Context: an optimization exercise on an open-source flow, tuned for small area, a short achievable clock period and few clock cycles per item. The choices shown serve that exercise and are no tape-out recipe.
Function was checked by simulation only, so behaviour that the tests miss may differ from the original.

== main ==
Design bcu, start of the top module:
module bcu (
    input  wire         clk,
    input  wire         rst,             
    input  wire         cmd_valid,
    output wire         cmd_ready,
    input  wire [127:0] cmd,
    output wire         rsp_valid,
    input  wire         rsp_ready,
    output wire [127:0] rsp
);
    localparam CAP = 32;
    localparam F_INVALID_ID = 4'd1, F_VALUE_RANGE = 4'd2, F_TRUNCATED = 4'd3, F_RESERVED_SIZE = 4'd4,
               F_WIDTH_RANGE = 4'd5, F_OVERFLOW = 4'd6, F_ILLEGAL = 4'd7, F_ADDR_RANGE = 4'd8;
    reg [255:0] mem;                     
    reg [5:0]   len;                     
    reg [31:0]  pos;                     
    reg [7:0]   ent_id;
    reg [2:0]   ent_size;
    reg [31:0]  ent_value;
    reg         ent_valid;               
    reg         rv;
    reg [3:0]   r_status;
    reg         r_ent;                   
    reg [2:0]   r_size;                  
    reg         r_tl;                    
    reg         r_pos;                   
    reg [1:0]   r_k;
    reg         r_xoff;                  
    reg [55:0]  r_x;                     
    function [5:0] width_of;
        input [2:0] c;
        case (c)
            3'd0: width_of = 6'd0;
            3'd1: width_of = 6'd1;
            3'd2: width_of = 6'd2;
            3'd3: width_of = 6'd4;
            3'd4: width_of = 6'd8;
            3'd5: width_of = 6'd16;
            default: width_of = 6'd32;
        endcase
    endfunction
    function [2:0] classify;
        input [31:0] v;
        if (v == 32'd0)              classify = 3'd0;
        else if (v[31:1] == 31'd0)   classify = 3'd1;
        else if (v[31:2] == 30'd0)   classify = 3'd2;
        else if (v[31:4] == 28'd0)   classify = 3'd3;
        else if (v[31:8] == 24'd0)   classify = 3'd4;
        else if (v[31:16] == 16'd0)  classify = 3'd5;
        else                         classify = 3'd6;
    endfunction
    function rd_ok;
        input       hi;
        input [7:0] lo;
        input [5:0] l;
        rd_ok = !hi && ({1'b0, lo[7:3]} + 6'd8 <= l);
    endfunction
    function [6:0] grown;
        input [7:0] lo;
        input [5:0] l;
        reg   [5:0] need;
        reg   [5:0] gap;
        begin
            need = {1'b0, lo[7:3]} + 6'd8;
  ...
For scale: ~4200 cells after synthesis, ~260 I/O pins, about 36000 um2 of cells after synthesis.
clock: 12.0 ns
lec_check: 0
abc_area: 1
cap_margin: 30
core_margin: 2
core_utilization: 45
cts_buf_list: sky130_fd_sc_hd__clkbuf_4
setup_slack_margin: 5
slew_margin: 20
tns_end_percent: 0
standard.sh (not shown) runs the stock make flow with config.mk's settings and CLKGATE_MAP_FILE= SYNTH_SCRIPT=/design/flow/synth_recipe.tcl, a recipe that flattens the netlist after the stock synthesis.
==> flow/flow/run.sh <==
#!/bin/bash
# Layout flow: the standard flow (standard.sh), except that
#  - synthesis maps the logic with the ABC script in flow/abc_area.script
#    (an area-oriented mapping) instead of ORFS's; the registers and every
#    other synthesis step are the standard synthesis's;
#  - the port buffers are sky130_fd_sc_hd__buf_1 (ORFS picks a delay cell);
set -euo pipefail
here=$(pwd)
rm -rf "$here/cs_scripts"
cp -r "$FLOW_HOME/scripts" "$here/cs_scripts"
cp "$here/flow/abc_area.script" "$here/cs_scripts/abc_area.script"
bash standard.sh SCRIPTS_DIR="$here/cs_scripts" ABC_AREA=1 synth > "$here/synth.log" 2>&1
bash standard.sh "BUFFER_PORTS_ARGS=-buffer_cell sky130_fd_sc_hd__buf_1" SETUP_SLACK_MARGIN=6.5 finish > "$here/layout.log" 2>&1
==> flow/flow/abc_area.script <==
strash
&get -n
&fraig -x
&put
scorr
dc2
strash
&get -n
&dc2
&synch2
&nf -R 1000
&put
buffer -c
topo
stime -c
upsize -c
dnsize -c
Testbench counts of main, summed over its fixed seeds: cycles 8,118, commands 8,046.
Edits applied to the flow inputs when going from main to the feature branch:
-- flow/design.v --
<<< main, line 153
            end
            loff_v <= 1'b0;
        end else if (!cmd_valid) begin
            loff_v <= 1'b0;              
        end
    end
    reg [5:0] la;                        
    reg       la_gt56;                   
    reg       lhi_off;                   
    reg       lwrf_big;                  
    wire [63:0] in_amask = (c_a[5:0] > 6'd56) ? 64'd0 : ((64'd1 << c_a[5:0]) - 64'd1);
    always @(posedge clk) begin
        if (cmd_valid & ~unit_ok) begin
            loff     <= c_off[7:0];
            la       <= c_a[5:0];
            la_gt56  <= (c_a > 16'd56);
            lhi_off  <= (c_off[31:8] != 24'd0);
            lwrf_big <= ((c_data & ~in_amask) != 64'd0);
        end
    end
    function [3:0] rowoh;
>>> the feature branch, line 153
            end
            loff_v <= 1'b0;
        end
    end
    always @(posedge clk) begin
        if (cmd_valid & ~unit_ok)
            loff <= c_off[7:0];
    end
    function [3:0] rowoh;
<<< main, line 256
                          ({7{ec[4]}} & encw_e4) | ({7{ec[5]}} & encw_e5) |
                          ({7{ec[6]}} & encw_e6);
    wire [6:0] wrf_end  = {1'b0, loff[5:0]} + {1'b0, la};
    wire [5:0] wr_end  = ({6{t_p}} & encw_end[5:0]) |
                         ({6{t_o}} & wrf_end[5:0]) |
>>> the feature branch, line 244
                          ({7{ec[4]}} & encw_e4) | ({7{ec[5]}} & encw_e5) |
                          ({7{ec[6]}} & encw_e6);
    wire [6:0] wrf_end  = {1'b0, loff[5:0]} + {1'b0, c_a[5:0]};
    wire [5:0] wr_end  = ({6{t_p}} & encw_end[5:0]) |
                         ({6{t_o}} & wrf_end[5:0]) |
<<< main, line 281
    wire hi_p1  = hi_p0 | p8lo[8];
    wire hi_p2  = hi_p0 | p11lo[8];
    wire hi_off = lhi_off;                        
    wire ok_p0  = rd_ok(hi_p0,  pos[7:0],   len);
    wire ok_p1  = rd_ok(hi_p1,  p8lo[7:0],  len);
>>> the feature branch, line 269
    wire hi_p1  = hi_p0 | p8lo[8];
    wire hi_p2  = hi_p0 | p11lo[8];
    wire hi_off = (c_off[31:8] != 24'd0);
    wire ok_p0  = rd_ok(hi_p0,  pos[7:0],   len);
    wire ok_p1  = rd_ok(hi_p1,  p8lo[7:0],  len);
<<< main, line 305
    end
    wire [31:0] d_val = rd_win[42:11] & d_vmask;
    wire [63:0] a_mask = la_gt56 ? 64'd0 : ((64'd1 << la) - 64'd1);
    wire [55:0] rdf_val = rd_win[55:0] & a_mask[55:0];
    wire        wrf_big = lwrf_big;
    wire        a_gt56  = la_gt56;
    wire [6:0]  dc;                      
    generate
>>> the feature branch, line 293
    end
    wire [31:0] d_val = rd_win[42:11] & d_vmask;
    wire [63:0] a_mask = (c_a[5:0] > 6'd56) ? 64'd0 : ((64'd1 << c_a[5:0]) - 64'd1);
    wire [55:0] rdf_val = rd_win[55:0] & a_mask[55:0];
    wire        wrf_big = ((c_data & ~a_mask) != 64'd0);
    wire        a_gt56  = (c_a > 16'd56);
    wire [6:0]  dc;                      
    generate
Findings:
- Measured against each other, main and the feature branch differ in global-route usage, the higher figure coming from main.
- Width of the die: the feature branch vs main down about 1.5%
- Looking at most frequent standard cell in the layout excluding fill and tap cells, the nand2_1 result is from main; the nor2_1 one comes from the feature branch.
- Higher area of the core goes to main over the feature branch.
- Taking main as the reference, in the feature branch met2 routed wirelength dropped 10%; hold slack now smaller; area after synthesis has decreased.
- Delta (the feature branch minus main): setup slack after placement picked up an extra 210 ps; non-clock buffer count lost 59; number of buffer and inverter stages on the critical path picked up an extra 1.
Testbench counts of the feature branch, summed over its fixed seeds: cycles 8,118, commands 8,046.

what the ideal ports hide:
The flow's constraints put no driver on any port. The routed layouts listed below were extracted and timed again, unchanged, in two steps.
Step 1 (the two cells are an assumption about what drives the block):
set clk [get_ports {clk}]
set_driving_cell -lib_cell sky130_fd_sc_hd__clkbuf_16 $clk
set_driving_cell -lib_cell sky130_fd_sc_hd__buf_2 [delete_from_list [all_inputs] $clk]
Step 2 moves the port delays by t, midway between the first and last clock arrival at a register: inputs arrive t later, outputs are due t later. That takes back most of the time a late clock gives input paths.
a / b / c = ideal / step 1 / step 2; a / b = the first two.
| run | t (ns) | setup WS [ns] | worst hold slack (ns) | latest minus earliest clock arrival (ns) | worst register clock-pin slew, ns |
|---|---|---|---|---|---|
| main | 1.060 | 5.603 / 5.651 / 4.590 | 0.478 / 0.478 / 0.478 | 0.095 / 0.095 | 0.08 / 0.08 |
| the feature branch | 1.016 | 5.640 / 5.652 / 4.636 | 0.469 / 0.469 / 0.469 | 0.094 / 0.094 | 0.08 / 0.08 |
After both steps setup and hold are still met in every run listed. For main, which loses most, drivers alone change the setup slack by +0.048 ns; drivers and shift together by -1.013 ns.
